Context: an optimization exercise on an open-source flow, tuned for small area, a short achievable clock period and few clock cycles per item. The choices shown serve that exercise and are no tape-out recipe.
Where RTL was checked, it was by simulation tests only, not by an equivalence proof against the original.
For runs 1 to 5, only the layout was checked, not whether the RTL still works.
Power figures rest on the tool's default switching activity, not on a simulated workload.

<file path="flow/design.v">
module m3p_rle (
    input  wire        clk,
    input  wire        rst,         
    input  wire        start,       
    input  wire [1:0]  op,          
    input  wire [15:0] width,       
    input  wire [15:0] src_len,     
    output reg  [1:0]  status,      
    output reg  [1:0]  errcode,     
    output reg  [15:0] dst_len,
    output reg         src_re,
    output reg  [15:0] src_addr,
    input  wire [7:0]  src_rdata,
    output reg         dst_we,
    output reg  [15:0] dst_waddr,
    output reg  [7:0]  dst_wdata,
    output reg         dst_re,
    output reg  [15:0] dst_raddr,
    input  wire [7:0]  dst_rdata
);
    localparam ST_IDLE = 2'd0, ST_BUSY = 2'd1, ST_DONE = 2'd2, ST_ERROR = 2'd3;
    localparam OP_PREDICT = 2'd0, OP_UNPREDICT = 2'd1, OP_ENCODE = 2'd2, OP_DECODE = 2'd3;
    localparam ERR_NONE = 2'd0, ERR_INVARG = 2'd1, ERR_MALFORMED = 2'd2;
    localparam M_ZC = 2'd0,    
               M_ZF = 2'd1,    
               M_LC = 2'd2,    
               M_LD = 2'd3;    
    wire busy = (status == ST_BUSY);
    wire acc  = !busy && start;           
    reg [1:0]  opq;
    reg [15:0] ip;         
    reg        imore;      
    reg [16:0] na;         
    reg [7:0]  xq, nq;     
    reg        xz, nz;     
    reg        cv, nv;     
    reg        rv;         
    reg [1:0]  prime;      
    reg [7:0]  kw;         
    reg [1:0]  md;
    reg        zw;         
    reg        fin_q;      
    reg        ph;         
    reg        wide;       
    reg        isx, isn, nok_i;    
    reg        cap_x, cap_n, nok_c;    
    reg        v2, v3;
    reg [7:0]  aq, dq;     
    reg [7:0]  x2, n2, nw2, wv;
    reg        cn;         
    wire is_pred = (opq == OP_PREDICT);
    wire is_unp  = (opq == OP_UNPREDICT);
    wire is_enc  = (opq == OP_ENCODE);
    wire filt    = !opq[1];
    wire fb      = busy && filt;
    wire cb      = busy && !filt;
    wire [15:0] ip_inc = ip + 16'd1;
    wire [16:0] na_inc = na + 17'd1;
    wire f_empty = !src_re && !cap_n && !v2 && !v3;
    wire dx = fb && imore && (is_pred ? !ph : (wide || f_empty));   
    wire dn = fb && (is_pred ? ph : dx);                             
    wire f_done = fb && !imore && !ph && !src_re && !cap_x && !cap_n && !v2 && !v3;
    wire       c1   = (wv >= n2);        
    wire       c2   = (wv >= nw2);       
    wire       selw = (c1 && c2 && cn) || (!c1 && !c2 && !cn);
    wire       seln = (!c1 && c2 && cn) || (c1 && !c2 && !cn);
    wire [7:0] xw   = is_pred ? (x2 - wv) : (x2 + wv);
    wire [7:0] dw   = is_pred ? (dq - wv) : (dq + wv);
    wire [7:0] fres = selw ? xw : (seln ? aq : dw);
    wire       nx_nz   = !nv || !nz;
    wire       k_max   = (kw == 8'd255);
    wire       k_lt254 = (kw[7:1] != 7'h7f);
    wire       k_one   = (kw == 8'd1);
    wire       k_two   = (kw == 8'd2);
    wire       x_one   = (xq == 8'd1);
    wire       z_cont  = cv && xz && !k_max;
    wire       l_cont  = cv && ((!xz && !k_max) || (nx_nz && k_lt254));
    wire       lit1    = !xz || nx_nz;
    reg        p_adv, p_we, p_wslot, p_fin, p_err;
    reg [1:0]  p_wd;       
    always @(*) begin
        p_adv = 1'b0; p_we = 1'b0; p_wslot = 1'b0; p_fin = 1'b0; p_err = 1'b0;
        p_wd  = 2'd0;
        if (is_enc) begin
            if (!md[0]) begin
                if (z_cont) begin
                    p_adv = 1'b1; p_we = 1'b1; p_wslot = 1'b1; p_wd = 2'd2;
                end else if (!zw) begin
                    p_we = 1'b1; p_wslot = 1'b1; p_wd = 2'd1;
                end else if (!cv) begin
                    p_fin = 1'b1;
                end else if (lit1) begin
                    p_adv = 1'b1; p_we = 1'b1;
                end
            end else begin
                if (l_cont) begin
                    p_adv = 1'b1; p_we = 1'b1;
                end else begin
                    p_we = 1'b1; p_wslot = 1'b1; p_wd = 2'd1;
                    if (!cv) p_fin = 1'b1;
                    else if (xz) p_adv = 1'b1;
                end
            end
        end else begin
            case (md)
                M_ZC: begin
                    if (!cv) begin
                        p_err = 1'b1;
                    end else begin
                        p_adv = 1'b1;
                        p_we  = !xz; p_wd = 2'd3;
                        if ((xz || x_one) && !nv) p_fin = 1'b1;
                    end
                end
                M_ZF: begin
                    p_we = 1'b1; p_wd = 2'd3;
                    if (k_two && !cv) p_fin = 1'b1;
                end
                M_LC: begin
                    p_adv = 1'b1;
                    if (xz && !nv) p_fin = 1'b1;
                end
                default: begin  
                    if (!cv) begin
                        p_err = 1'b1;
                    end else begin
                        p_adv = 1'b1; p_we = 1'b1;
                        if (k_one && !nv) p_fin = 1'b1;
                    end
                end
            endcase
        end
    end
    wire go   = cb && !fin_q && (prime == 2'd0);
    wire act  = go && (!p_adv || rv);
    wire adv  = cb && ((prime != 2'd0) ? rv : (act && p_adv));
    wire lost = rv && !adv;               
    always @(posedge clk) begin
        if (rst) begin
            status  <= ST_IDLE;
            errcode <= ERR_NONE;
        end else if (acc) begin
            if (!op[1] && width == 16'd0) begin
                status  <= ST_ERROR;
                errcode <= ERR_INVARG;
            end else begin
                status  <= ST_BUSY;
                errcode <= ERR_NONE;
            end
        end else if (f_done || (cb && fin_q)) begin
            status  <= ST_DONE;
        end else if (act && p_err) begin
            status  <= ST_ERROR;
            errcode <= ERR_MALFORMED;
        end
    end
    wire dl_ldna = act && is_enc && !md[0] && !z_cont && zw && !cv;
    wire dl_inc2 = act && is_enc && md[0] && !l_cont && cv;
    wire dl_inc1 = (fb && v3) ||
                   (act && ((is_enc && !md[0] && !z_cont && zw && cv && lit1) ||
                            (is_enc && md[0] && l_cont) ||
                            (!is_enc && p_we)));
    always @(posedge clk) begin
        if (rst || (act && p_err))
            dst_len <= 16'd0;
        else if (acc)
            dst_len <= {14'd0, op == OP_ENCODE, 1'b0};
        else if (dl_ldna)
            dst_len <= na_inc[15:0];
        else if (dl_inc1 || dl_inc2)
            dst_len <= dst_len + {14'd0, dl_inc2, dl_inc1};
    end
    wire na_ldlen = act && is_enc && md[0] && !l_cont && cv;
    wire na_inc_e = dn || (act && is_enc && !md[0] && !z_cont && zw && cv);
    always @(posedge clk) begin
        if (acc)
            na <= op[1] ? 17'd0 : {1'b1, ~width};
        else if (na_ldlen)
            na <= {1'b0, dst_len};
        else if (na_inc_e)
            na <= na_inc;
    end
    wire ip_en = dx || (adv && imore);
    always @(posedge clk) begin
        if (acc) begin
            ip    <= 16'd0;
            imore <= (src_len != 16'd0);
        end else if (ip_en) begin
            ip    <= ip_inc;
            imore <= (ip_inc != src_len);
        end
    end
    always @(posedge clk) begin
        if (rst) begin
            src_re <= 1'b0;
        end else if (acc) begin
            src_re <= op[1];
        end else if (fb) begin
            src_re <= dx || dn;
        end else begin
            src_re <= cb && !fin_q;
        end
    end
    always @(posedge clk) begin
        if (acc)
            src_addr <= 16'd0;
        else if (fb) begin
            if (dx)
                src_addr <= ip;
            else if (dn)
                src_addr <= na_inc[15:0];
        end else
            src_addr <= lost ? ip : src_addr + 16'd1;
    end
    always @(posedge clk) begin
        if (rst)
            dst_re <= 1'b0;
        else
            dst_re <= is_unp && dx && !na_inc[16];
    end
    always @(*) dst_raddr = na[15:0];
    always @(posedge clk) begin
        if (rst)
            dst_we <= 1'b0;
        else
            dst_we <= (fb && v3) || (act && p_we);
    end
    always @(posedge clk) begin
        if (fb) begin
            dst_waddr <= dst_len;
            dst_wdata <= fres;
        end else begin
            dst_waddr <= p_wslot ? na[15:0] : dst_len;
            case (p_wd)
                2'd0: dst_wdata <= xq;
                2'd1: dst_wdata <= kw;
                2'd2: dst_wdata <= kw + 8'd1;
                default: dst_wdata <= 8'd0;
            endcase
        end
    end
    always @(posedge clk) begin
        if (acc) begin
            opq   <= op;
            wide  <= (width > 16'd4);
            ph    <= 1'b0;
            isx   <= 1'b0;
            isn   <= 1'b0;
            cap_x <= 1'b0;
            cap_n <= 1'b0;
            v2    <= 1'b0;
            v3    <= 1'b0;
        end else begin
            if (is_pred && fb) ph <= dx;
            isx   <= dx;
            isn   <= dn;
            cap_x <= isx;
            cap_n <= isn;
            v2    <= cap_n;
            v3    <= v2;
        end
        if (dn) nok_i <= !na_inc[16];
        nok_c <= nok_i;
    end
    always @(posedge clk) begin
        aq  <= is_pred ? (xq - nq) : (xq + nq);
        dq  <= is_pred ? (xq - nq + n2) : (xq + nq - n2);
        cn  <= (nq >= n2);
        x2  <= xq;
        n2  <= nq;
        nw2 <= n2;
    end
    always @(posedge clk) begin
        if (acc)
            wv <= 8'd0;
        else if (fb && v3)
            wv <= is_pred ? x2 : fres;
    end
    always @(posedge clk) begin
        if (acc) begin
            nq    <= 8'd0;
            cv    <= 1'b0;
            nv    <= 1'b0;
            rv    <= 1'b0;
            prime <= 2'd2;
        end else if (fb) begin
            if (cap_x) xq <= src_rdata;
            if (cap_n) nq <= nok_c ? (is_pred ? src_rdata : dst_rdata) : 8'd0;
        end else begin
            rv <= !lost;
            if (adv) begin
                xq <= nq;
                xz <= nz;
                cv <= nv;
                nq <= src_rdata;
                nz <= (src_rdata == 8'd0);
                nv <= imore;
                if (prime != 2'd0) prime <= prime - 2'd1;
            end
        end
    end
    always @(posedge clk) begin
        if (acc) begin
            kw    <= 8'd0;
            md    <= 2'd0;
            zw    <= 1'b0;
            fin_q <= 1'b0;
        end else if (act) begin
            if (p_fin) fin_q <= 1'b1;
            if (is_enc) begin
                if (!md[0]) begin
                    if (z_cont) begin
                        kw <= kw + 8'd1;
                        zw <= 1'b1;
                    end else if (!zw) begin
                        zw <= 1'b1;
                    end else if (cv) begin
                        md <= 2'd1;
                        kw <= {7'd0, lit1};
                    end
                end else begin
                    if (l_cont) begin
                        kw <= kw + 8'd1;
                    end else if (cv) begin
                        md <= 2'd0;
                        zw <= 1'b0;
                        kw <= {7'd0, xz};
                    end
                end
            end else begin
                case (md)
                    M_ZC: begin
                        kw <= xq;
                        md <= (xz || x_one) ? M_LC : M_ZF;
                    end
                    M_ZF: begin
                        kw <= kw - 8'd1;
                        if (k_two) md <= M_LC;
                    end
                    M_LC: begin
                        kw <= xq;
                        md <= xz ? M_ZC : M_LD;
                    end
                    default: begin
                        kw <= kw - 8'd1;
                        if (k_one) md <= M_ZC;
                    end
                endcase
            end
        end
    end
endmodule
</file>
<file path="flow/config.mk">
export PLATFORM = sky130hd
export DESIGN_NAME = m3p_rle
export DESIGN_NICKNAME = m3p_rle
export VERILOG_FILES = /design/flow/design.v
export SDC_FILE = /design/flow/constraint.sdc
export NUM_CORES = 4
export LEC_CHECK = 0
export CAP_MARGIN = 20
export CORE_MARGIN = 2
export CORE_UTILIZATION = 40
export SLEW_MARGIN = 20
</file>
<file path="flow/run.sh">
#!/bin/bash
# synth_recipe.tcl (not shown) runs the flow's synth.tcl, then flattens the netlist and writes it again
# the make line also repeats each setting of config.mk as NAME=value (left out here)
make -C /OpenROAD-flow-scripts/flow DESIGN_CONFIG=/design/flow/config.mk WORK_HOME=/design/flow/orfs CLKGATE_MAP_FILE= SYNTH_SCRIPT=/design/flow/synth_recipe.tcl finish
</file>
<file path="flow/constraint.sdc">
create_clock -name core_clock -period 12.0 [get_ports {clk}]
set_input_delay 2.4000 -clock core_clock [delete_from_list [all_inputs] [get_ports {clk}]]
set_output_delay 2.4000 -clock core_clock [all_outputs]
set_load 0.01 [all_outputs]
</file>
==> results of run 1 <==
==> placed cells by master (no fill, tap or decap), drive strengths merged, types with 58 or more instances in the layout <==
cell type / Yosys / final
a21oi: 106 / 106
clkdlybuf4s50: 0 / 131
dfxtp: 161 / 161
ha: 81 / 81
inv: 81 / 92
nand2: 130 / 130
nor2: 106 / 106
o21ai: 111 / 111
xnor2: 65 / 65
xor2: 58 / 58
==> layer usage <==
metal | wire, um | part of all wire [%] | up-vias | track usage (%)
li1 | - | - | 5479 | -
met1 | 17400 | 46 | 5352 | 31.0
met2 | 17200 | 45 | 365 | 36.5
met3 | 2400 | 6.3 | 48 | 5.22
met4 | 950 | 2.5 | 0 | 7.41
met5 | 0 | 0 | - | 0
==> synthesized netlist by cell type (4+ instances only) <==
| master | n |
|---|---|
| a222oi_1 | 6 |
| a221oi_1 | 20 |
| a211oi_2 | 6 |
| o211ai_1 | 24 |
| fa_1 | 7 |
| o21ai_0 | 104 |
| mux2_2 | 20 |
| nor3_1 | 32 |
| a21o_1 | 19 |
| o32ai_1 | 4 |
| xor2_1 | 58 |
| o2111ai_1 | 14 |
| nor4_1 | 17 |
| dfxtp_1 | 161 |
| o21bai_1 | 7 |
| buf_1 | 6 |
| o221ai_1 | 6 |
| nand3_1 | 45 |
| buf_4 | 19 |
| buf_2 | 23 |
| o31ai_1 | 18 |
| a31oi_1 | 4 |
| nor2b_1 | 12 |
| nand2_1 | 130 |
| a21oi_2 | 5 |
| and3_1 | 14 |
| a22oi_1 | 7 |
| edfxtp_1 | 32 |
| or4_1 | 6 |
| and4_1 | 4 |
| nor2_1 | 106 |
| and2_1 | 8 |
| nand4_1 | 12 |
| a21oi_1 | 101 |
| or3_1 | 18 |
| o21ai_1 | 5 |
| mux2i_1 | 18 |
| ha_1 | 81 |
| xnor2_1 | 65 |
| a21boi_0 | 4 |
| clkbuf_1 | 44 |
| a211oi_1 | 28 |
| inv_1 | 78 |
| nand2b_1 | 18 |
==> where the power goes <==
part / switching (W) / total [W] / internal, W
Clock: 0.000304 / 0.000591 / 0.000287
Sequential: 0.0000632 / 0.000780 / 0.000717
Combinational: 0.000319 / 0.000564 / 0.000245
Total: 0.000686 / 0.00194 / 0.00125
==> path summary, 6_finish.rpt <==
check / from / end / slack, ns / depth (start not counted)
worst max register to register: kw[0]$_SDFFE_PP0P_ / dst_len[10]$_SDFFE_PP0P_ / 7.45 / 14
worst min register to register: n2[6]$_DFF_P_ / nw2[6]$_DFF_P_ / 0.38 / 0
worst max-delay path: start / imore$_DFFE_PP_ / 7.08 / 10
worst min-delay path: n2[6]$_DFF_P_ / nw2[6]$_DFF_P_ / 0.38 / 0
==> sequential cells by signal (all words and copies together), names as in the netlist, 2 cells and up <==
| signal | flops |
|---|---|
| nq | 8 |
| xq | 8 |
| dq | 8 |
| src_addr | 16 |
| n2 | 8 |
| md | 2 |
| errcode | 2 |
| kw | 8 |
| status | 2 |
| dst_wdata | 8 |
| dst_waddr | 16 |
| aq | 8 |
| dst_len | 16 |
| ip | 16 |
| wv | 8 |
| opq | 2 |
| prime | 2 |
| na | 17 |
| x2 | 8 |
| nw2 | 8 |
==> logic make-up after synthesis <==
group | count (synthesis) | share of synthesized area (%)
AND/OR/NAND/NOR | 438 | 16.8
XOR/XNOR | 123 | 8.57
flip-flops | 193 | 33.3
adder cells (fa/ha/maj) | 88 | 9.18
multiplexers | 38 | 3.23
AO/OA/AOI/OAI | 421 | 22.7
buffers and inverters | 177 | 6.26
==> final cells by class <==
type	instances	area (um2)	share of cell area (%)
inverter	82	308	2.11
multi-input combinational	1108	7610	52.0
timing repair buffer	146	1420	9.74
sequential	193	4180	28.6
tap	396	495	3.39
clock buffer	18	439	3.01
clock inverter	14	155	1.06
antenna	1	2.50	0.0171
==> through the flow <==
step	power, W	worst slack, ns
floorplan	0.00117	8.00
global placement	0.00134	6.76
detailed placement	0.00135	6.64
CTS	0.00194	7.11
global route	0.00204	6.85
finish	0.00194	7.08
==> results.toml, run 1 <==
[logic_synthesis]
ys_async_sr_fraction_pct = 0
yosysTopAreaCell = "dfxtp_1"
synth_cell_types = 83
syn_nets = 1619
yosys-top-cells-area = "dfxtp_1, ha_1, edfxtp_1"
ys_warn_count = 1
syn_inst = 1478
synth_enable_flop_cells = 32
synth-main-ff-cell = "dfxtp_1"
syn_area_per_cell_um2 = 8.50
ys_ff_latch = 193
synth_area_um2 = 12600
synth_top_area_share_pct = 25.7
yosysSeqAreaShare_pct = 33.3

[worst_setup_path]
start_kind = "primary input"
critPathKind = "primary input to register"
path_buf_inv = 3
crit_arrival_ns = 5.11
critPathCaptureType = "register"
worst-path-max-fanout = 54
slowest_stage = "buf_4"
slowest_delay_ns = 0.48
cp.required_ns = 12.18
path_delay_family = "buffers and inverters"
path_cells = "clkdlybuf4s50_1, nand2_2, buf_4, inv_2, a2111oi_0, nand4_1, nor3_1, nand4_1, a2111oi_0, a31oi_1"

[routing]
wire_per_inst_um = 19.4
drc = 0
dr.pass1.iters = 7
vias = 11200
antenna_left = 0
routed_wl_um = 37900
drt_iter0_markers = 948
vias_per_cell = 5.74

[place]
dp_hpwl_um = 28100
portBuffers = 131
place_inst = 1924
place_area_um2 = 14000
routabilityCongestion = 0.917

[cts]
cts_inserted_buffers = 17
numClockSinks = 193
cts_buffer_depth = 2
postCtsHoldBufs = 0
cts_resized = 0
cts_max_level = 4
clock_latency_ns = 0.46
cts_tree = "done"
root_buffer = "clkbuf_16"
clk_pin_slew_ns = 0.07
post-cts-setup-buffer-count = 0

[sta]
setup_viol = 0
max_freq_mhz = 203
fin_skew_ns = 0.0170
worst_pin_slew_ns = 1.03
fin_setup_tns_ns = 0
finalCriticalPeriod_ns = 4.92
whs_ns = 0.378
rsz0062_at_grt = "false"
relSlewSlack_pct = 31.0
hold_violations = 0
drv_slew = 0
fin_crit_sh_pct = 41.0

[die]
ios = 132
initial_core_util_pct = 40.9
die_width_um = 181
fp-row-count = 64
dieHeight_um = 181
dieArea_um2 = 32800
core-area_um2 = 30700

[cells_and_area]
fin_nets = 1689
area_delta_synth_final_pct = 16.3
final_core_util_pct = 47.5
fillers = 3113
drive_gt1_share_pct = 6.73
design_area_um2 = 14600
stdcell_count = 1958

[status]
status = "no timing/DRC/antenna violations"

[pwr]
p_per_area_nw_per_um2 = 132
ir_drop_mv = 0.123
leakagePower_nw = 5.50

[grt]
grt_pass1_wl_um = 60000
grt_pass1_vias = 10700
grt_start_max_net_pins = 55
antenna_found_initial = 0
grt_usage_pct = 23.0
gr-total-overflow = 0

[run]
drv_cap = 0

[hold_path]
hp-class = "register to register"
==> inputs of run 2 (changes only) <==
--- a/flow/design.v
+++ b/flow/design.v
@@ -27,6 +27,8 @@
                M_LD = 2'd3;    
     wire busy = (status == ST_BUSY);
     wire acc  = !busy && start;           
+    reg  init;                            
+    wire bad_w = !op[1] && (width == 16'd0);
     reg [1:0]  opq;
     reg [15:0] ip;         
     reg        imore;      
@@ -52,8 +54,8 @@
     wire is_unp  = (opq == OP_UNPREDICT);
     wire is_enc  = (opq == OP_ENCODE);
     wire filt    = !opq[1];
-    wire fb      = busy && filt;
-    wire cb      = busy && !filt;
+    wire fb      = busy && filt && !init;
+    wire cb      = busy && !filt && !init;
     wire [15:0] ip_inc = ip + 16'd1;
     wire [16:0] na_inc = na + 17'd1;
     wire f_empty = !src_re && !cap_n && !v2 && !v3;
@@ -136,17 +138,21 @@
     wire adv  = cb && ((prime != 2'd0) ? rv : (act && p_adv));
     wire lost = rv && !adv;               
     always @(posedge clk) begin
+        if (rst)
+            init <= 1'b0;
+        else
+            init <= acc;
+    end
+    always @(posedge clk) begin
         if (rst) begin
             status  <= ST_IDLE;
             errcode <= ERR_NONE;
         end else if (acc) begin
-            if (!op[1] && width == 16'd0) begin
-                status  <= ST_ERROR;
-                errcode <= ERR_INVARG;
-            end else begin
-                status  <= ST_BUSY;
-                errcode <= ERR_NONE;
-            end
+            status  <= ST_BUSY;
+            errcode <= ERR_NONE;
+        end else if (init && bad_w) begin
+            status  <= ST_ERROR;
+            errcode <= ERR_INVARG;
         end else if (f_done || (cb && fin_q)) begin
             status  <= ST_DONE;
         end else if (act && p_err) begin
@@ -161,19 +167,21 @@
                             (is_enc && md[0] && l_cont) ||
                             (!is_enc && p_we)));
     always @(posedge clk) begin
-        if (rst || (act && p_err))
+        if (rst || (act && p_err) || (init && bad_w))
             dst_len <= 16'd0;
-        else if (acc)
+        else if (init)
             dst_len <= {14'd0, op == OP_ENCODE, 1'b0};
         else if (dl_ldna)
             dst_len <= na_inc[15:0];
-        else if (dl_inc1 || dl_inc2)
-            dst_len <= dst_len + {14'd0, dl_inc2, dl_inc1};
+        else if (dl_inc2)
+            dst_len <= {dst_len[15:1] + 15'd1, dst_len[0]};
+        else if (dl_inc1)
+            dst_len <= dst_len + 16'd1;
     end
     wire na_ldlen = act && is_enc && md[0] && !l_cont && cv;
     wire na_inc_e = dn || (act && is_enc && !md[0] && !z_cont && zw && cv);
     always @(posedge clk) begin
-        if (acc)
+        if (init)
             na <= op[1] ? 17'd0 : {1'b1, ~width};
         else if (na_ldlen)
             na <= {1'b0, dst_len};
@@ -182,7 +190,7 @@
     end
     wire ip_en = dx || (adv && imore);
     always @(posedge clk) begin
-        if (acc) begin
+        if (init) begin
             ip    <= 16'd0;
             imore <= (src_len != 16'd0);
         end else if (ip_en) begin
@@ -193,7 +201,7 @@
     always @(posedge clk) begin
         if (rst) begin
             src_re <= 1'b0;
-        end else if (acc) begin
+        end else if (init) begin
             src_re <= op[1];
         end else if (fb) begin
             src_re <= dx || dn;
@@ -202,7 +210,7 @@
         end
     end
     always @(posedge clk) begin
-        if (acc)
+        if (init)
             src_addr <= 16'd0;
         else if (fb) begin
             if (dx)
@@ -240,7 +248,7 @@
         end
     end
     always @(posedge clk) begin
-        if (acc) begin
+        if (init) begin
             opq   <= op;
             wide  <= (width > 16'd4);
             ph    <= 1'b0;
@@ -271,13 +279,13 @@
         nw2 <= n2;
     end
     always @(posedge clk) begin
-        if (acc)
+        if (init)
             wv <= 8'd0;
         else if (fb && v3)
             wv <= is_pred ? x2 : fres;
     end
     always @(posedge clk) begin
-        if (acc) begin
+        if (init) begin
             nq    <= 8'd0;
             cv    <= 1'b0;
             nv    <= 1'b0;
@@ -300,7 +308,7 @@
         end
     end
     always @(posedge clk) begin
-        if (acc) begin
+        if (init) begin
             kw    <= 8'd0;
             md    <= 2'd0;
             zw    <= 1'b0;
==> run 2 against run 1 <==
  * Power grew 18%
  * Global-route usage shrank 0.15 points
  * Area after synthesis is essentially flat
  * Clock skew shrank 0.0062 ns
  * Critical path depth shrank 3
  * Combinational power grew 51%
  * Synthesized cell count grew 1.3%
==> results.toml, run 2 <==
[logic_synthesis]
synth-main-ff-cell = "dfxtp_1"
synth_area_um2 = 12600
synth_cell_types = 82
synth_top_area_share_pct = 25.8
ys_warn_count = 1
yosysSeqAreaShare_pct = 33.5
syn_nets = 1637
yosys-top-cells-area = "dfxtp_1, ha_1, edfxtp_1"
ys_ff_latch = 194
syn_area_per_cell_um2 = 8.38
yosysMostFrequentCell = "dfxtp_1"
syn_inst = 1497
yosysTopAreaCell = "dfxtp_1"
synth_enable_flop_cells = 32
ys_async_sr_fraction_pct = 0
ys_top_cells_by_count = "dfxtp_1, nor2_1, nand2_1"

[sta]
relSlewSlack_pct = 29.1
finalCriticalPeriod_ns = 4.37
setup_viol = 0
hold_violations = 0
drv_slew = 0
fin_crit_sh_pct = 36.4
setup_ws_ns = 7.63
fin_skew_ns = 0.0109
max_freq_mhz = 229
worst_pin_slew_ns = 1.03
fin_setup_tns_ns = 0
rsz0062_at_grt = "false"

[cts]
cts_resized = 0
cts_max_level = 4
cts_tree = "done"
root_buffer = "clkbuf_16"
numClockSinks = 194
clock_latency_ns = 0.44
cts_buffer_depth = 2
postCtsHoldBufs = 0
cts_inserted_buffers = 17
clk_pin_slew_ns = 0.07
post-cts-setup-buffer-count = 0

[cells_and_area]
area_delta_synth_final_pct = 15.5
drive_gt1_share_pct = 5.99
final_core_util_pct = 47.2
final_common_cell = "dfxtp_1"
largest_register_ffs = 17
multi_input_area_um2 = 7600
regMostFlops = "na"
design_area_um2 = 14500
mostFrequentLayoutCells = "dfxtp_1, nor2_1, clkdlybuf4s50_1"
num_antenna_cells = 0
fin_nets = 1695
ff_latch_area_um2 = 4210
fillers = 3038

[run]
drv_cap = 0

[worst_setup_path]
critPathLaunch = "width[15]"
crit_arrival_ns = 4.70
slowest_delay_ns = 0.75
cp.depth = 7
critPathCapture = "dst_len[1]$_SDFFE_PP0P_"
path_delay_family = "simple AND/OR/NAND/NOR gates"
worst-path-max-fanout = 4
reg2reg_depth = 8
start_kind = "primary input"
slowest_stage = "nor4_1"
critPathCaptureType = "register"
r2r_slack_ns = 7.84
cpMostUsedCell = "nor4_1"
rr_startpoint = "md[0]$_SDFFE_PP0P_"
path_buf_inv = 1
critPathKind = "primary input to register"
r2r_end = "na[15]$_DFFE_PP_"
cp.required_ns = 12.33
path_cells = "clkdlybuf4s50_1, nor4_1, nand4_1, nor4_1, nor2_1, nand2_1, a31oi_1"

[pwr]
p_sw_w = 0.000840
p_comb_share_pct = 37.2
clock_power_share_pct = 25.7
p_sw_share_pct = 36.7
ir_drop_mv = 0.106
p_per_area_nw_per_um2 = 158
power_w = 0.00229
p_int_w = 0.00145
seqPwrFrac_pct = 37.1
leakagePower_nw = 5.46

[grt]
grt_pass1_wl_um = 60100
gr-total-overflow = 0
antenna_found_initial = 0
grt_pass1_vias = 10700
grt_usage_pct = 22.9
grt_start_max_net_pins = 64

[routing]
drt_iter0_markers = 955
vias = 11300
antenna_left = 0
wire_per_inst_um = 19.0
drc = 0
routed_wl_um = 37400
dr.pass1.iters = 5
vias_per_cell = 5.74

[die]
dieHeight_um = 181
die_width_um = 181
fp-row-count = 64
initial_core_util_pct = 40.8
dieArea_um2 = 32800
ios = 132
core-area_um2 = 30700

[hold_path]
hp-class = "register to register"

[place]
dp_hpwl_um = 27600
place_area_um2 = 13900
portBuffers = 131
pre_cts_ws_ns = 7.22
routabilityCongestion = 0.874

[status]
status = "no timing/DRC/antenna violations"
[run 2: layout make-up]
| type | instances | area share, % |
|---|---|---|
| clock buffers | 20 | 3.30 |
| flip-flops and latches | 194 | 29.0 |
| multi-input cells | 1137 | 52.4 |
| repair buffers | 136 | 9.30 |
| inverters | 69 | 1.79 |
| well taps | 396 | 3.42 |
| clock inverters | 12 | 0.794 |
[run 2: kinds of logic after synthesis]
family,Yosys count,share of synthesized area [%]
AO/OA/AOI/OAI,405,21.1
adder cells (fa/ha/maj),87,9.03
buffers and inverters,166,6.02
multiplexers,32,2.75
AND/OR/NAND/NOR,498,19.6
XOR/XNOR,115,8.02
flip-flops,194,33.5
[run 2: how the worst min path moves through the flow]
stage,startpoint,endpoint,slack [ns],cells after the start
after CTS,n2[4]$_DFF_P_,nw2[4]$_DFF_P_,0.38,0
after global placement,n2[4]$_DFF_P_,nw2[4]$_DFF_P_,0.37,0
after floorplan,nok_i$_DFFE_PP_,nok_c$_DFF_P_,0.32,0
after global routing,n2[4]$_DFF_P_,nw2[4]$_DFF_P_,0.39,0
final,n2[4]$_DFF_P_,nw2[4]$_DFF_P_,0.38,0
after detailed placement,n2[4]$_DFF_P_,nw2[4]$_DFF_P_,0.37,0
[run 2: worst register-to-register path: cells and delay by family (launching register included)]
kind	cells	cell delay (ns)
compound gates	3	1.00
fa+ha+maj	1	0.45
buf+inv	1	0.24
flops	1	0.69
simple gates	3	1.37
[run 2: through the flow]
| step | cells | hold WS, ns |
|---|---|---|
| 6_report | 1964 | 0.376 |
| 5_1_grt | 1964 | 0.390 |
| 4_1_cts | 1964 | 0.377 |
| 2_1_floorplan | 1497 | 0.323 |
| 3_5_place_dp | 1932 | 0.367 |
| 3_3_place_gp | 1932 | 0.366 |
[run 2: power groups by stage]
stage / combinational, W / clock (W) / sequential [W]
finish: 0.000851 / 0.000589 / 0.000848
global route: 0.000960 / 0.000623 / 0.000860
CTS: 0.000848 / 0.000599 / 0.000847
detailed placement: 0.000842 / 0 / 0.000862
global placement: 0.000827 / 0 / 0.000862
floorplan: 0.000649 / 0 / 0.000819
[run 2: metal layers]
layer  global-route usage, %  routed length, um  up-vias
li1                        -                  -     5484
met1                    32.1              17900     5399
met2                    36.7              16800      344
met3                    3.83               2090       43
met4                    5.27                541        0
met5                       0                  0        -
==> inputs of run 3 (changes only) <==
==> flow/flow/run.sh (new file) <==
#!/bin/bash
# The standard layout, with timing repair aimed at a shorter period than the
# clock's: repair_timing works until the setup slack is at least SETUP_SLACK_MARGIN.
# The SDC (clock period, I/O delays) is unchanged.
set -euo pipefail
bash standard.sh SETUP_SLACK_MARGIN=8 finish > standard_flow.log 2>&1
==> flow/standard.sh (new file) <==
#!/bin/bash
# synth_recipe.tcl (not shown) runs the flow's synth.tcl, then flattens the netlist and writes it again
# the make line also repeats each setting of config.mk as NAME=value (left out here)
make -C /OpenROAD-flow-scripts/flow DESIGN_CONFIG=/design/flow/config.mk WORK_HOME=/design/flow/orfs CLKGATE_MAP_FILE= SYNTH_SCRIPT=/design/flow/synth_recipe.tcl "${@:-finish}"
removed: flow/run.sh
==> run 3 against run 2 <==
  * Fmax increased by 11%
  * Clock power about the same
  * Still clean
  * Largest cell class unchanged
  * Cell count increased by 0.20%
  * Area after synthesis unchanged
==> results.toml, run 3 <==
[pwr]
leakagePower_nw = 5.49
clock_power_share_pct = 25.8
ir_drop_mv = 0.106
p_int_w = 0.00145
p_per_area_nw_per_um2 = 157
p_comb_share_pct = 37.3
p_sw_w = 0.000842
p_sw_share_pct = 36.7
power_w = 0.00229
seqPwrFrac_pct = 37.0

[cells_and_area]
mostFrequentLayoutCells = "dfxtp_1, nor2_1, clkdlybuf4s50_1"
fin_nets = 1699
area_delta_synth_final_pct = 16.2
largest_register_ffs = 17
drive_gt1_share_pct = 7.00
num_antenna_cells = 0
regMostFlops = "na"
final_common_cell = "dfxtp_1"

[logic_synthesis]
ys_ff_latch = 194
ys_async_sr_fraction_pct = 0
yosysMostFrequentCell = "dfxtp_1"
synth_cell_types = 82
syn_inst = 1497
yosysSeqAreaShare_pct = 33.5
ys_warn_count = 1
yosys-top-cells-area = "dfxtp_1, ha_1, edfxtp_1"
ys_top_cells_by_count = "dfxtp_1, nor2_1, nand2_1"
synth_top_area_share_pct = 25.8
syn_nets = 1637
synth-main-ff-cell = "dfxtp_1"
yosysTopAreaCell = "dfxtp_1"
synth_enable_flop_cells = 32
syn_area_per_cell_um2 = 8.38
synth_area_um2 = 12600

[place]
routabilityCongestion = 0.874
portBuffers = 131
dp_hpwl_um = 27600

[sta]
fin_crit_sh_pct = 32.9
drv_slew = 0
finalCriticalPeriod_ns = 3.95
fin_skew_ns = 0.0118
fin_setup_tns_ns = 0
relSlewSlack_pct = 35.6
rsz0062_at_grt = "false"
setup_viol = 0
hold_violations = 0
max_freq_mhz = 253
worst_pin_slew_ns = 0.966

[routing]
vias = 11200
routed_wl_um = 37600
vias_per_cell = 5.71
wire_per_inst_um = 19.1
drc = 0
drt_iter0_markers = 924
antenna_left = 0
dr.pass1.iters = 5

[cts]
root_buffer = "clkbuf_16"
cts_tree = "done"
clk_pin_slew_ns = 0.07
clock_latency_ns = 0.45
cts_inserted_buffers = 17
cts_buffer_depth = 2
numClockSinks = 194
cts_max_level = 4

[grt]
grt_pass1_wl_um = 60000
gr-total-overflow = 0
grt_pass1_vias = 10700
grt_start_max_net_pins = 64
antenna_found_initial = 0
grt_usage_pct = 22.9

[hold_path]
hp-class = "register to register"

[worst_setup_path]
critPathCaptureType = "register"
start_kind = "primary input"
critPathKind = "primary input to register"
worst-path-max-fanout = 2
cp.required_ns = 12.19
crit_arrival_ns = 4.14

[run]
drv_cap = 0

[die]
fp-row-count = 64
die_width_um = 181
core-area_um2 = 30700
dieHeight_um = 181
initial_core_util_pct = 40.8
dieArea_um2 = 32800
ios = 132

[status]
status = "no timing/DRC/antenna violations"
[run 3: cell count changes in the layout (fill, tap and decap cells not counted), sizes merged]
cell | before | now
buf | 5 | 8
nor3 | 34 | 35
[run 3: worst paths after layout]
kind | start | to | cells after the start | slack (ns)
worst max register to register | opq[0]$_DFFE_PP_ | dst_len[4]$_SDFFE_PP0P_ | 8 | 8.33
worst min-delay path | n2[4]$_DFF_P_ | nw2[4]$_DFF_P_ | 0 | 0.38
worst max-delay path | src_len[5] | imore$_DFFE_PP_ | 7 | 8.05
worst min register to register | n2[4]$_DFF_P_ | nw2[4]$_DFF_P_ | 0 | 0.38
[run 3: routing by layer]
metal	wire, um	vias to the layer above	track usage, %
li1	-	5498	-
met1	18200	5359	32.1
met2	16800	343	36.7
met3	2000	37	3.85
met4	546	0	5.37
met5	0	-	0
[run 3: per-stage QoR]
stage          std cells  worst slack (ns)  util (%)  hold WS (ns)  area, um2
2_1_floorplan       1497              8.11         -         0.323      12600
3_3_place_gp        1932              7.30      45.2         0.366      13900
3_5_place_dp        1932              7.22      45.2         0.367      13900
4_1_cts             1965              8.00      47.3         0.377      14500
5_1_grt             1968              8.01      47.4         0.390      14600
6_report            1968              8.05      47.4         0.376      14600
[run 3: layout make-up]
class | instances | area [um2]
Tap cell | 396 | 495
Fill cell | 3028 | 16200
Inverter | 69 | 259
Timing Repair Buffer | 139 | 1370
Sequential cell | 194 | 4220
Multi-Input combinational cell | 1138 | 7650
Clock buffer | 20 | 478
Clock inverter | 12 | 115
[run 3: worst max-delay path: stages]
cell,delay (ns)
clkdlybuf4s50_1,0.50
xor2_1,0.19
xnor2_1,0.13
nand4_1,0.10
or4_1,0.53
nor4_1,0.18
a21oi_1,0.10
[run 3: power by group through the flow]
stage	Combinational [W]	Sequential (W)	Clock, W
floorplan	0.000649	0.000819	0
global placement	0.000827	0.000862	0
detailed placement	0.000842	0.000862	0
CTS	0.000849	0.000846	0.000599
global route	0.000964	0.000859	0.000624
finish	0.000853	0.000847	0.000590
[run 3: kinds of logic after synthesis]
family | Yosys count | synth area share (%)
AND/OR/NAND/NOR | 498 | 19.6
AO/OA/AOI/OAI | 405 | 21.1
flip-flops | 194 | 33.5
buffers and inverters | 166 | 6.02
XOR/XNOR | 115 | 8.02
adder cells (fa/ha/maj) | 87 | 9.03
multiplexers | 32 | 2.75
[run 3: repair_timing]
action	4_1_cts	5_1_grt
gates cloned	0	1
setup buffers	1	2
hold buffers	0	0
gates resized for setup	6	9
setup endpoints to repair	27	23
pin swaps	1	1
==> inputs of run 4 (changes only) <==
--- a/flow/design.v
+++ b/flow/design.v
@@ -29,6 +29,8 @@
     wire acc  = !busy && start;           
     reg  init;                            
     wire bad_w = !op[1] && (width == 16'd0);
+    wire fpm_i = !op[1] && !op[0] && width[15:1] != 15'd0 &&
+                 (!src_len[15] || src_len[14:0] == 15'd0);
     reg [1:0]  opq;
     reg [15:0] ip;         
     reg        imore;      
@@ -43,6 +45,9 @@
     reg        zw;         
     reg        fin_q;      
     reg        ph;         
+    reg        fpm;        
+    reg [1:0]  fp;         
+    reg        isd, capd;  
     reg        wide;       
     reg        isx, isn, nok_i;    
     reg        cap_x, cap_n, nok_c;    
@@ -59,9 +64,17 @@
     wire [15:0] ip_inc = ip + 16'd1;
     wire [16:0] na_inc = na + 17'd1;
     wire f_empty = !src_re && !cap_n && !v2 && !v3;
-    wire dx = fb && imore && (is_pred ? !ph : (wide || f_empty));   
-    wire dn = fb && (is_pred ? ph : dx);                             
-    wire f_done = fb && !imore && !ph && !src_re && !cap_x && !cap_n && !v2 && !v3;
+    wire dx = fb && imore &&                                         
+              (is_pred ? (fpm ? (fp != 2'd2) : !ph) : (wide || f_empty));
+    wire dn_s = fb && is_pred && (fpm ? (fp == 2'd2) : ph);           
+    wire dn_d = is_unp ? dx : (dx && fpm && fp == 2'd0);             
+    wire dn   = dn_s || dn_d;
+    wire f_done = fb && !imore && !ph && !(fpm && fp == 2'd2) &&
+                  !src_re && !cap_x && !cap_n && !v2 && !v3;
+    wire nok_n = !na_inc[16] && (na_inc[15] || !fpm);
+    wire cpy   = fb && fpm && (fp == 2'd2);
+    wire [15:0] cpy_addr = {1'b1, width[0] ? dst_len[14:0] : {src_addr[14:1], 1'b0}};
+    wire [7:0]  cpy_data = width[0] ? xq : src_rdata;
     wire       c1   = (wv >= n2);        
     wire       c2   = (wv >= nw2);       
     wire       selw = (c1 && c2 && cn) || (!c1 && !c2 && !cn);
@@ -182,7 +195,7 @@
     wire na_inc_e = dn || (act && is_enc && !md[0] && !z_cont && zw && cv);
     always @(posedge clk) begin
         if (init)
-            na <= op[1] ? 17'd0 : {1'b1, ~width};
+            na <= op[1] ? 17'd0 : fpm_i ? {width[15], width[15], ~width[14:0]} : {1'b1, ~width};
         else if (na_ldlen)
             na <= {1'b0, dst_len};
         else if (na_inc_e)
@@ -204,7 +217,7 @@
         end else if (init) begin
             src_re <= op[1];
         end else if (fb) begin
-            src_re <= dx || dn;
+            src_re <= dx || dn_s;
         end else begin
             src_re <= cb && !fin_q;
         end
@@ -215,8 +228,8 @@
         else if (fb) begin
             if (dx)
                 src_addr <= ip;
-            else if (dn)
-                src_addr <= na_inc[15:0];
+            else if (dn_s)
+                src_addr <= {na_inc[15] && !fpm, na_inc[14:0]};
         end else
             src_addr <= lost ? ip : src_addr + 16'd1;
     end
@@ -224,17 +237,20 @@
         if (rst)
             dst_re <= 1'b0;
         else
-            dst_re <= is_unp && dx && !na_inc[16];
+            dst_re <= dn_d && nok_n;
     end
     always @(*) dst_raddr = na[15:0];
     always @(posedge clk) begin
         if (rst)
             dst_we <= 1'b0;
         else
-            dst_we <= (fb && v3) || (act && p_we);
+            dst_we <= (fb && (v3 || cpy)) || (act && p_we);
     end
     always @(posedge clk) begin
-        if (fb) begin
+        if (cpy) begin
+            dst_waddr <= cpy_addr;
+            dst_wdata <= cpy_data;
+        end else if (fb) begin
             dst_waddr <= dst_len;
             dst_wdata <= fres;
         end else begin
@@ -252,6 +268,8 @@
             opq   <= op;
             wide  <= (width > 16'd4);
             ph    <= 1'b0;
+            fp    <= 2'd0;
+            fpm   <= fpm_i;
             isx   <= 1'b0;
             isn   <= 1'b0;
             cap_x <= 1'b0;
@@ -259,7 +277,8 @@
             v2    <= 1'b0;
             v3    <= 1'b0;
         end else begin
-            if (is_pred && fb) ph <= dx;
+            if (is_pred && fb && !fpm) ph <= dx;
+            if (fpm && fb && (dx || dn_s)) fp <= (fp == 2'd2) ? 2'd0 : fp + 2'd1;
             isx   <= dx;
             isn   <= dn;
             cap_x <= isx;
@@ -267,8 +286,12 @@
             v2    <= cap_n;
             v3    <= v2;
         end
-        if (dn) nok_i <= !na_inc[16];
+        if (dn) begin
+            nok_i <= nok_n;
+            isd   <= dn_d;
+        end
         nok_c <= nok_i;
+        capd  <= isd;
     end
     always @(posedge clk) begin
         aq  <= is_pred ? (xq - nq) : (xq + nq);
@@ -293,7 +316,7 @@
             prime <= 2'd2;
         end else if (fb) begin
             if (cap_x) xq <= src_rdata;
-            if (cap_n) nq <= nok_c ? (is_pred ? src_rdata : dst_rdata) : 8'd0;
+            if (cap_n) nq <= nok_c ? (capd ? dst_rdata : src_rdata) : 8'd0;
         end else begin
             rv <= !lost;
             if (adv) begin
==> flow/flow/run.sh (replaced) <==
#!/bin/bash
# The standard layout, with timing repair aimed at a shorter period than the
# clock's: repair_timing works until the setup slack is at least SETUP_SLACK_MARGIN.
# The SDC (clock period, I/O delays) is unchanged.
set -euo pipefail
bash standard.sh SETUP_SLACK_MARGIN=8.5 finish > standard_flow.log 2>&1
==> run 4 against run 3 <==
  * Largest power group unchanged
  * Die area rose by 5.9%
  * Clock-buffer cell count decreased by 1
  * Setup slack improved by 0.29 ns
  * Largest cell class unchanged
  * Clock skew increased by 0.0021 ns
  * Critical endpoint is now na[15]$_DFFE_PP_
  * Cell count rose by 12%
  * Area after synthesis increased by 6.1%
  * Power increased by 10%
  * Critical path type unchanged
  * Final area increased by 11%
  * Synthesized cell count is 9.2% higher
  * Critical path depth grew 2
  * Sequential cell count increased by 5
  * Core utilization increased by 2.2 points
==> results.toml, run 4 <==
[worst_setup_path]
worst-path-max-fanout = 2
crit_arrival_ns = 3.86
critPathKind = "primary input to register"
rr_startpoint = "md[0]$_SDFFE_PP0P_"
reg2reg_depth = 11
critPathLaunch = "src_len[14]"
critPathCaptureType = "register"
start_kind = "primary input"
r2r_end = "dst_len[8]$_SDFFE_PP0P_"
r2r_slack_ns = 8.66
critPathCapture = "na[15]$_DFFE_PP_"
cp.required_ns = 12.19

[cells_and_area]
regMostFlops = "na"
area_delta_synth_final_pct = 21.6
stdcell_count = 2210
fillers = 3157
final_common_cell = "nand2_1"
drive_gt1_share_pct = 17.4
largest_register_ffs = 17
mostFrequentLayoutCells = "nand2_1, nor2_1, dfxtp_1"
num_antenna_cells = 0
fin_nets = 1896

[routing]
drt_iter0_markers = 1289
routed_wl_um = 46200
vias = 12900
vias_per_cell = 5.86
drc = 0
dr.pass1.iters = 5
antenna_left = 0
wire_per_inst_um = 20.9

[logic_synthesis]
synth_enable_flop_cells = 34
ys_warn_count = 1
syn_area_per_cell_um2 = 8.14
synth_area_um2 = 13300
yosys-top-cells-area = "dfxtp_1, ha_1, edfxtp_1"
syn_nets = 1776
syn_inst = 1635
ys_async_sr_fraction_pct = 0
ys_top_cells_by_count = "nand2_1, dfxtp_1, nor2_1"
synth-main-ff-cell = "dfxtp_1"
ys_ff_latch = 199
yosysSeqAreaShare_pct = 32.5
yosysTopAreaCell = "dfxtp_1"
synth_cell_types = 86
yosysMostFrequentCell = "nand2_1"
synth_top_area_share_pct = 24.8

[cts]
postCtsHoldBufs = 0
clock_latency_ns = 0.46
root_buffer = "clkbuf_16"
numClockSinks = 199
cts_inserted_buffers = 17
cts_buffer_depth = 2
clk_pin_slew_ns = 0.08
cts_max_level = 4
cts_tree = "done"

[pwr]
leakagePower_nw = 6.33
p_per_area_nw_per_um2 = 156
ir_drop_mv = 0.106

[die]
core-area_um2 = 32600
fp-row-count = 66
dieHeight_um = 186
initial_core_util_pct = 40.8
ios = 132
die_width_um = 186
dieArea_um2 = 34800

[grt]
gr-total-overflow = 0
grt_pass1_wl_um = 70600
grt_start_max_net_pins = 54
antenna_found_initial = 1
grt_pass1_vias = 11900
grt_usage_pct = 26.0

[run]
drv_cap = 0

[sta]
fin_crit_sh_pct = 30.5
finalCriticalPeriod_ns = 3.66
max_freq_mhz = 273
fin_skew_ns = 0.0139
hold_violations = 0
rsz0062_at_grt = "true"
relSlewSlack_pct = 29.9
worst_pin_slew_ns = 1.04
fin_setup_tns_ns = 0
drv_slew = 0
setup_viol = 0

[hold_path]
min_path_cells = 0
hp-class = "register to register"

[place]
portBuffers = 131
dp_hpwl_um = 33500
place_inst = 2114
routabilityCongestion = 0.902

[status]
status = "no timing/DRC/antenna violations"
## run 4: logic make-up after synthesis
kind of cell / after synthesis / share of synthesized area [%]
buffers and inverters: 188 / 5.99
xor gates and xnor gates: 118 / 7.76
and+or+nand+nor: 557 / 20.1
AOI/OAI and AO/OA: 442 / 21.6
muxes: 43 / 3.43
adders and majority gates: 88 / 8.61
DFF: 199 / 32.5
## run 4: worst min-delay path by stage
stage | from | endpoint | slack [ns]
final | nok_i$_DFFE_PP_ | nok_c$_DFF_P_ | 0.38
after floorplan | isd$_DFFE_PP_ | capd$_DFF_P_ | 0.32
after global routing | n2[3]$_DFF_P_ | nw2[3]$_DFF_P_ | 0.39
after global placement | n2[3]$_DFF_P_ | nw2[3]$_DFF_P_ | 0.37
after detailed placement | n2[3]$_DFF_P_ | nw2[3]$_DFF_P_ | 0.37
after CTS | n2[3]$_DFF_P_ | nw2[3]$_DFF_P_ | 0.39
## run 4: final cells by class
type,instances,area [um2],share of cell area (%)
Multi-Input combinational cell,1249,8530,52.7
Inverter,78,295,1.82
Tap cell,442,553,3.42
Timing Repair Buffer,210,1770,10.9
Sequential cell,199,4460,27.5
Clock inverter,13,134,0.827
Clock buffer,19,454,2.81
## run 4: power breakdown
group          switching (W)  total (W)  leakage (nW)  internal [W]
Combinational       0.000596    0.00104          4.35      0.000446
Clock               0.000287   0.000593         0.286      0.000306
Sequential          0.000107   0.000891          1.70      0.000784
## run 4: routing by layer
| layer | vias to the layer above | share of wire, % | wire (um) | track usage [%] |
|---|---|---|---|---|
| met4 | 2 | 2.5 | 1150 | 7.60 |
| met1 | 6224 | 46 | 21200 | 36.5 |
| met5 | - | 0.026 | 12 | 0 |
| met3 | 77 | 7.6 | 3520 | 5.44 |
| met2 | 547 | 44 | 20400 | 40.0 |
| li1 | 6094 | - | - | - |
## run 4: metrics by stage
step / total power [W] / utilization (%) / setup WS (ns) / hold WS [ns] / cell area [um2]
after global routing: 0.00267 / 49.6 / 8.27 / 0.392 / 16200
after global placement: 0.00187 / 45.5 / 7.44 / 0.374 / 14900
after CTS: 0.00249 / 48.7 / 8.24 / 0.385 / 15900
after detailed placement: 0.00189 / 45.5 / 7.40 / 0.373 / 14900
final: 0.00253 / 49.6 / 8.34 / 0.381 / 16200
after floorplan: 0.00157 / - / 8.18 / 0.323 / 13300
## run 4: timing repair
item                       in CTS  in global routing
cloned                          1                  0
gates resized for setup       370                 69
setup buffers                  36                 27
pin swaps                      29                 26
setup endpoints to repair     155                 92
## run 4: critical path, stage by stage
cell and delay (ns):
dlygate4sd2_1 0.26, nor4_1 0.27, nand4_1 0.19, nand2_2 0.16
nand2_4 0.06, nor3_4 0.16, ha_4 0.23, nand2_1 0.05
o22ai_1 0.07
==> inputs of run 5 (changes only) <==
==> flow/flow/run.sh (replaced) <==
#!/bin/bash
# The standard layout, with timing repair aimed at a shorter period than the
# clock's: repair_timing works until the setup slack is at least SETUP_SLACK_MARGIN.
# The SDC (clock period, I/O delays) is unchanged.
set -euo pipefail
bash standard.sh SETUP_SLACK_MARGIN=9.5 finish > standard_flow.log 2>&1
==> run 5 against run 4 <==
  * Still clean
  * Synthesized cell count unchanged
  * Cell count rose by 8.2%
  * Largest cell class unchanged
  * Via count up 9.5%
  * Clock-buffer cell count decreased by 1
  * Clock skew increased by 0.0037 ns
  * First-iteration DRC count up 16%
==> results.toml, run 5 <==
[routing]
drc = 0
vias_per_cell = 5.93
vias = 14200
routed_wl_um = 52600
drt_iter0_markers = 1494
dr.pass1.iters = 6
antenna_left = 0
wire_per_inst_um = 22.0

[logic_synthesis]
ys_ff_latch = 199
ys_top_cells_by_count = "nand2_1, dfxtp_1, nor2_1"
synth_enable_flop_cells = 34
ys_async_sr_fraction_pct = 0
synth_area_um2 = 13300
ys_warn_count = 1
yosys-top-cells-area = "dfxtp_1, ha_1, edfxtp_1"
syn_inst = 1635
synth_top_area_share_pct = 24.8
yosysSeqAreaShare_pct = 32.5
synth_cell_types = 86
syn_area_per_cell_um2 = 8.14
yosysTopAreaCell = "dfxtp_1"
syn_nets = 1776
synth-main-ff-cell = "dfxtp_1"
yosysMostFrequentCell = "nand2_1"

[sta]
drv_slew = 0
relSlewSlack_pct = 37.1
rsz0062_at_grt = "true"
finalCriticalPeriod_ns = 3.75
fin_crit_sh_pct = 31.3
worst_pin_slew_ns = 0.943
setup_viol = 0
whs_ns = 0.364
fin_setup_tns_ns = 0
hold_violations = 0
fin_skew_ns = 0.0176
max_freq_mhz = 266

[cts]
cts_buffer_depth = 2
cts_max_level = 4
root_buffer = "clkbuf_16"
clk_pin_slew_ns = 0.08
clock_latency_ns = 0.45
cts_inserted_buffers = 17
cts_tree = "done"
numClockSinks = 199
postCtsHoldBufs = 0

[die]
dieArea_um2 = 34800
fp-row-count = 66
dieHeight_um = 186
die_width_um = 186
ios = 132
core-area_um2 = 32600
initial_core_util_pct = 40.8

[grt]
grt_pass1_vias = 13100
grt_use_met2_pct = 43.1
gr-total-overflow = 0
antenna_found_initial = 0
grt_usage_pct = 27.5
met3_usage_pct = 4.31
grt_start_max_net_pins = 72
grt_pass1_wl_um = 75900
grt_use_met1_pct = 39.0
grt_busiest_layer = "met2"

[cells_and_area]
final_common_cell = "buf_4"
largest_register_ffs = 17
fillers = 2667
regMostFlops = "na"
drive_gt1_share_pct = 43.7
fin_nets = 2077
area_delta_synth_final_pct = 52.4
mostFrequentLayoutCells = "buf_4, buf_6, nand2_1"
num_antenna_cells = 0

[place]
portBuffers = 131
dp_hpwl_um = 32700
routabilityCongestion = 0.922

[worst_setup_path]
worst-path-max-fanout = 2
cp.required_ns = 12.16
reg2reg_depth = 16
critPathKind = "primary input to register"
critPathCaptureType = "register"
crit_arrival_ns = 3.92
start_kind = "primary input"

[hold_path]
hp-class = "register to register"
min_path_cells = 0

[status]
status = "no timing/DRC/antenna violations"

[pwr]
p_per_area_nw_per_um2 = 150
leakagePower_nw = 7.99
ir_drop_mv = 0.108

[run]
drv_cap = 0
-- run 5: worst max-delay path, cell delays in order --
cell	delay (ns)
clkdlybuf4s15_2	0.21
nor3_2	0.18
nand4_1	0.22
or3_4	0.43
nand2_4	0.08
nor3_4	0.05
ha_4	0.21
nand2_2	0.05
o22ai_2	0.08
-- run 5: area by class of cell --
cell class / instances / area [um2] / share of cell area [%]
Clock buffer: 18 / 450 / 2.22
Timing Repair Buffer: 387 / 3770 / 18.6
Tap cell: 442 / 553 / 2.73
Multi-Input combinational cell: 1253 / 10500 / 51.8
Inverter: 78 / 337 / 1.66
Clock inverter: 14 / 125 / 0.617
Sequential cell: 199 / 4550 / 22.4
-- run 5: per-stage QoR --
stage | total power, W | cell area (um2) | instances | setup slack, ns | utilization (%)
floorplan | 0.00163 | 14000 | 1635 | 8.18 | -
global placement | 0.00195 | 15400 | 2113 | 7.32 | 47.1
detailed placement | 0.00196 | 15400 | 2113 | 7.34 | 47.1
CTS | 0.00277 | 18500 | 2320 | 8.25 | 56.7
global route | 0.00318 | 20300 | 2391 | 8.23 | 62.2
finish | 0.00304 | 20300 | 2391 | 8.25 | 62.2
-- run 5: cells by family (layout without fill, tap and decap cells) --
kind of cell | Yosys count | after routing | share of synthesized area, %
AO/OA/AOI/OAI | 442 | 443 | 21.6
XOR/XNOR | 118 | 118 | 7.76
adder cells (fa/ha/maj) | 88 | 88 | 8.61
buffers and inverters | 188 | 497 | 5.99
flip-flops | 199 | 199 | 32.5
multiplexers | 43 | 43 | 3.43
AND/OR/NAND/NOR | 557 | 561 | 20.1
-- run 5: power breakdown --
part	leakage [nW]	switching, W	internal [W]	total, W
registers	1.72	0.000109	0.000786	0.000895
logic	5.99	0.000820	0.000741	0.00156
clock network	0.282	0.000298	0.000287	0.000585
-- run 5: worst paths after layout --
check | start | end | slack [ns]
max | width[13] | na[15]$_DFFE_PP_ | 8.25
min reg2reg | nok_i$_DFFE_PP_ | nok_c$_DFF_P_ | 0.36
min | nok_i$_DFFE_PP_ | nok_c$_DFF_P_ | 0.36
max reg2reg | xq[0]$_DFFE_PP_ | dq[7]$_DFF_P_ | 8.93
-- run 5: metal layers --
layer	wire length, um	part of all wire [%]	vias up
li1	-	-	6481
met2	24300	46	679
met5	0	0	-
met4	1690	3.2	0
met3	3960	7.5	117
met1	22700	43	6897
-- run 5: what timing repair did --
action | CTS | global route
gates cloned | 11 | 3
endpoints found under the setup margin | 259 | 232
buffers inserted | 164 | 68
gates resized for setup | 841 | 280
pin swaps | 136 | 120
==> inputs of run 6 (changes only) <==
--- a/flow/design.v
+++ b/flow/design.v
@@ -79,8 +79,18 @@
     wire       c2   = (wv >= nw2);       
     wire       selw = (c1 && c2 && cn) || (!c1 && !c2 && !cn);
     wire       seln = (!c1 && c2 && cn) || (c1 && !c2 && !cn);
-    wire [7:0] xw   = is_pred ? (x2 - wv) : (x2 + wv);
-    wire [7:0] dw   = is_pred ? (dq - wv) : (dq + wv);
+    function [7:0] addsub;
+        input [7:0] a, b;
+        input       s;
+        reg   [8:0] t;
+        begin
+            t = {a, 1'b1} + {b ^ {8{s}}, s};
+            addsub = t[8:1];
+        end
+    endfunction
+    wire [8:0] nmnw = {1'b0, nq} - {1'b0, n2};    
+    wire [7:0] xw   = addsub(x2, wv, is_pred);
+    wire [7:0] dw   = addsub(dq, wv, is_pred);
     wire [7:0] fres = selw ? xw : (seln ? aq : dw);
     wire       nx_nz   = !nv || !nz;
     wire       k_max   = (kw == 8'd255);
@@ -91,6 +101,7 @@
     wire       z_cont  = cv && xz && !k_max;
     wire       l_cont  = cv && ((!xz && !k_max) || (nx_nz && k_lt254));
     wire       lit1    = !xz || nx_nz;
+    wire [7:0] kw_pm   = kw + {{7{!is_enc}}, 1'b1};    
     reg        p_adv, p_we, p_wslot, p_fin, p_err;
     reg [1:0]  p_wd;       
     always @(*) begin
@@ -174,20 +185,18 @@
         end
     end
     wire dl_ldna = act && is_enc && !md[0] && !z_cont && zw && !cv;
-    wire dl_inc2 = act && is_enc && md[0] && !l_cont && cv;
     wire dl_inc1 = (fb && v3) ||
-                   (act && ((is_enc && !md[0] && !z_cont && zw && cv && lit1) ||
-                            (is_enc && md[0] && l_cont) ||
+                   (act && ((is_enc && !md[0] && !zw) ||
+                            (is_enc && !md[0] && !z_cont && cv && lit1) ||
+                            (is_enc && md[0] && (l_cont || cv)) ||
                             (!is_enc && p_we)));
     always @(posedge clk) begin
         if (rst || (act && p_err) || (init && bad_w))
             dst_len <= 16'd0;
         else if (init)
-            dst_len <= {14'd0, op == OP_ENCODE, 1'b0};
+            dst_len <= {15'd0, op == OP_ENCODE};
         else if (dl_ldna)
             dst_len <= na_inc[15:0];
-        else if (dl_inc2)
-            dst_len <= {dst_len[15:1] + 15'd1, dst_len[0]};
         else if (dl_inc1)
             dst_len <= dst_len + 16'd1;
     end
@@ -258,7 +267,7 @@
             case (p_wd)
                 2'd0: dst_wdata <= xq;
                 2'd1: dst_wdata <= kw;
-                2'd2: dst_wdata <= kw + 8'd1;
+                2'd2: dst_wdata <= kw_pm;
                 default: dst_wdata <= 8'd0;
             endcase
         end
@@ -266,7 +275,7 @@
     always @(posedge clk) begin
         if (init) begin
             opq   <= op;
-            wide  <= (width > 16'd4);
+            wide  <= (width[15:3] != 13'd0) || (width[2] && width[1:0] != 2'd0);
             ph    <= 1'b0;
             fp    <= 2'd0;
             fpm   <= fpm_i;
@@ -294,9 +303,9 @@
         capd  <= isd;
     end
     always @(posedge clk) begin
-        aq  <= is_pred ? (xq - nq) : (xq + nq);
-        dq  <= is_pred ? (xq - nq + n2) : (xq + nq - n2);
-        cn  <= (nq >= n2);
+        aq  <= addsub(xq, nq, is_pred);
+        dq  <= addsub(xq, nmnw[7:0], is_pred);
+        cn  <= !nmnw[8];
         x2  <= xq;
         n2  <= nq;
         nw2 <= n2;
@@ -341,7 +350,7 @@
             if (is_enc) begin
                 if (!md[0]) begin
                     if (z_cont) begin
-                        kw <= kw + 8'd1;
+                        kw <= kw_pm;
                         zw <= 1'b1;
                     end else if (!zw) begin
                         zw <= 1'b1;
@@ -351,7 +360,7 @@
                     end
                 end else begin
                     if (l_cont) begin
-                        kw <= kw + 8'd1;
+                        kw <= kw_pm;
                     end else if (cv) begin
                         md <= 2'd0;
                         zw <= 1'b0;
@@ -365,7 +374,7 @@
                         md <= (xz || x_one) ? M_LC : M_ZF;
                     end
                     M_ZF: begin
-                        kw <= kw - 8'd1;
+                        kw <= kw_pm;
                         if (k_two) md <= M_LC;
                     end
                     M_LC: begin
@@ -373,7 +382,7 @@
                         md <= xz ? M_ZC : M_LD;
                     end
                     default: begin
-                        kw <= kw - 8'd1;
+                        kw <= kw_pm;
                         if (k_one) md <= M_ZC;
                     end
                 endcase
==> flow/flow/run.sh (replaced) <==
#!/bin/bash
# The standard layout, with timing repair aimed at a shorter period than the
# clock's: repair_timing works until the setup slack is at least SETUP_SLACK_MARGIN.
# The SDC (clock period, I/O delays) is unchanged.
set -euo pipefail
bash standard.sh SETUP_SLACK_MARGIN=8.5 finish > standard_flow.log 2>&1
==> run 6 against run 5 <==
  * Still clean
  * First-iteration DRC count fell by 28%
  * Worst hold slack got worse by 0.011 ns
  * Largest cell class unchanged
  * Sequential cell count did not move
  * Final area fell by 26%
  * Combinational power fell by 41%
  * Cell count fell by 15%
  * Register-to-register slack got worse by 0.22 ns
  * Via count fell by 17%
  * Sequential share of layout area rose by 7.2 points
  * Area after synthesis fell by 6.9%
==> results.toml, run 6 <==
[grt]
antenna_found_initial = 0
grt_pass1_vias = 11200
grt_usage_pct = 24.5
gr-total-overflow = 0
grt_pass1_wl_um = 63200
grt_start_max_net_pins = 81

[die]
ios = 132
core-area_um2 = 30600
dieHeight_um = 180
die_width_um = 180
dieArea_um2 = 32400
initial_core_util_pct = 40.5
fp-row-count = 64

[logic_synthesis]
ys_warn_count = 1
synth_area_um2 = 12400
ys_ff_latch = 199
yosysTopAreaCell = "dfxtp_1"
syn_inst = 1499
synth-main-ff-cell = "dfxtp_1"
yosys-top-cells-area = "dfxtp_1, edfxtp_1, ha_1"
synth_top_area_share_pct = 26.6
synth_enable_flop_cells = 34
ys_async_sr_fraction_pct = 0
yosysSeqAreaShare_pct = 34.9
yosysMostFrequentCell = "nand2_1"
syn_nets = 1622
syn_area_per_cell_um2 = 8.27
ys_top_cells_by_count = "nand2_1, dfxtp_1, nor2_1"
synth_cell_types = 84

[cells_and_area]
regMostFlops = "na"
area_delta_synth_final_pct = 21.1
final_common_cell = "nand2_1"
fin_nets = 1747
mostFrequentLayoutCells = "nand2_1, nor2_1, dfxtp_1"
drive_gt1_share_pct = 16.7
largest_register_ffs = 17
num_antenna_cells = 0

[worst_setup_path]
worst-path-max-fanout = 2
cp.required_ns = 12.16
start_kind = "primary input"
crit_arrival_ns = 3.83
critPathKind = "primary input to register"
critPathCaptureType = "register"

[sta]
finalCriticalPeriod_ns = 3.67
setup_ws_ns = 8.33
drv_slew = 0
relSlewSlack_pct = 39.8
setup_viol = 0
whs_ns = 0.353
rsz0062_at_grt = "true"
max_freq_mhz = 272
fin_skew_ns = 0.0158
fin_setup_tns_ns = 0
worst_pin_slew_ns = 0.903
fin_crit_sh_pct = 30.6
hold_violations = 0

[place]
portBuffers = 131
dp_hpwl_um = 28800
pre_cts_ws_ns = 7.05
routabilityCongestion = 0.911

[routing]
vias_per_cell = 5.78
routed_wl_um = 40300
drc = 0
drt_iter0_markers = 1069
dr.pass1.iters = 7
antenna_left = 0
vias = 11800
wire_per_inst_um = 19.8

[status]
status = "no timing/DRC/antenna violations"

[cts]
cts_max_level = 4
clock_latency_ns = 0.45
cts_inserted_buffers = 17
cts_buffer_depth = 2
cts_tree = "done"
clk_pin_slew_ns = 0.08
root_buffer = "clkbuf_16"
numClockSinks = 199
postCtsHoldBufs = 0

[pwr]
ir_drop_mv = 0.101
p_per_area_nw_per_um2 = 155
leakagePower_nw = 6.04

[hold_path]
hp-class = "register to register"

[run]
drv_cap = 0
run 6: stage by stage:
step / util (%) / instance area (um2) / cells / power, W
floorplan: - / 12500 / 1499 / 0.00151
global route: 49.1 / 15000 / 2033 / 0.00248
global placement: 45.5 / 13900 / 1945 / 0.00174
finish: 49.1 / 15000 / 2033 / 0.00233
detailed placement: 45.5 / 13900 / 1945 / 0.00175
CTS: 48.6 / 14900 / 2009 / 0.00230
run 6: cells by family after synthesis:
group / count (synthesis) / synth area share [%]
AO/OA/AOI/OAI: 401 / 21.3
adder cells (fa/ha/maj): 70 / 7.18
multiplexers: 26 / 2.13
XOR/XNOR: 114 / 8.05
AND/OR/NAND/NOR: 552 / 21.4
buffers and inverters: 137 / 5.11
flip-flops: 199 / 34.9
run 6: routing by layer:
metal	part of all wire, %	global-route usage, %	vias to the layer above
li1	-	-	5672
met5	0	0	-
met4	3.0	8.29	0
met2	47	41.0	467
met3	6.6	3.64	71
met1	44	32.3	5541
run 6: where the power goes:
| group | total, W | internal (W) | switching, W | leakage (nW) |
|---|---|---|---|---|
| clock network | 0.000555 | 0.000271 | 0.000284 | 0.262 |
| logic | 0.000913 | 0.000424 | 0.000489 | 4.09 |
| registers | 0.000860 | 0.000774 | 0.0000865 | 1.69 |
| total | 0.00233 | 0.00147 | 0.000860 | 6.04 |
run 6: worst max-delay path, cell delays in order:
cell and delay (ns):
buf_8 0.10, nor4_4 0.25, nand4_1 0.15, buf_6 0.16, a2111oi_4 0.31, ha_1 0.29, nand2_1 0.07, o22ai_1 0.10
run 6: layout make-up:
cell class	instances	area, um2
Inverter	45	173
Clock inverter	14	116
Tap cell	396	495
Multi-Input combinational cell	1165	7740
Clock buffer	18	429
Timing Repair Buffer	196	1610
Fill cell	2953	15600
Sequential cell	199	4450
run 6: worst paths after layout:
path                            from                       to  slack, ns  cells after the start
setup / recovery         src_len[10]         na[15]$_DFFE_PP_       8.33                      8
hold / removal         isd$_DFFE_PP_             capd$_DFF_P_       0.35                      0
setup reg to reg  md[0]$_SDFFE_PP0P_  dst_len[7]$_SDFFE_PP0P_       8.71                     10
hold reg to reg        isd$_DFFE_PP_             capd$_DFF_P_       0.35                      0
run 6: repair_timing:
action | CTS | global route
hold endpoints to repair | 0 | 0
pin swaps | 20 | 8
buffers inserted | 31 | 23
setup endpoints to repair | 168 | 119
cloned | 1 | 1
gates resized for setup | 392 | 45
Testbench counts of run 6, summed over its fixed seeds: cycles 144,103, items 31,322.

what the ideal ports hide:
No port has a modelled driver above. Below, the same layouts with a new extraction and two added sets of constraints.
Step 1: set_driving_cell puts a clkbuf_16 on clk and a buf_2 on each other input, an assumption about the parent block.
Step 2 moves the port delays by t, midway between the first and last clock arrival at a register: inputs arrive t later, outputs are due t later. That takes back most of the time a late clock gives input paths.
a / b / c = no drivers / after step 1 / after step 2; a / b = the first two.
run	shift t [ns]	slack for setup (ns)	hold WS [ns]	pins driven straight from the clock port
run 1	0.504	7.078 / 7.108 / 6.604	0.378 / 0.378 / 0.378	1
run 2	0.491	7.629 / 7.656 / 7.164	0.376 / 0.376 / 0.376	1
run 3	0.494	8.048 / 8.018 / 7.581	0.376 / 0.376 / 0.376	1
run 4	0.506	8.336 / 8.372 / 7.866	0.381 / 0.381 / 0.381	1
run 5	0.488	8.245 / 8.261 / 7.773	0.364 / 0.364 / 0.364	1
run 6	0.489	8.327 / 8.338 / 7.849	0.353 / 0.353 / 0.353	1
After both steps every run listed still meets setup and hold. For run 6, which loses most, drivers alone change the setup slack by +0.011 ns; drivers and shift together by -0.478 ns.
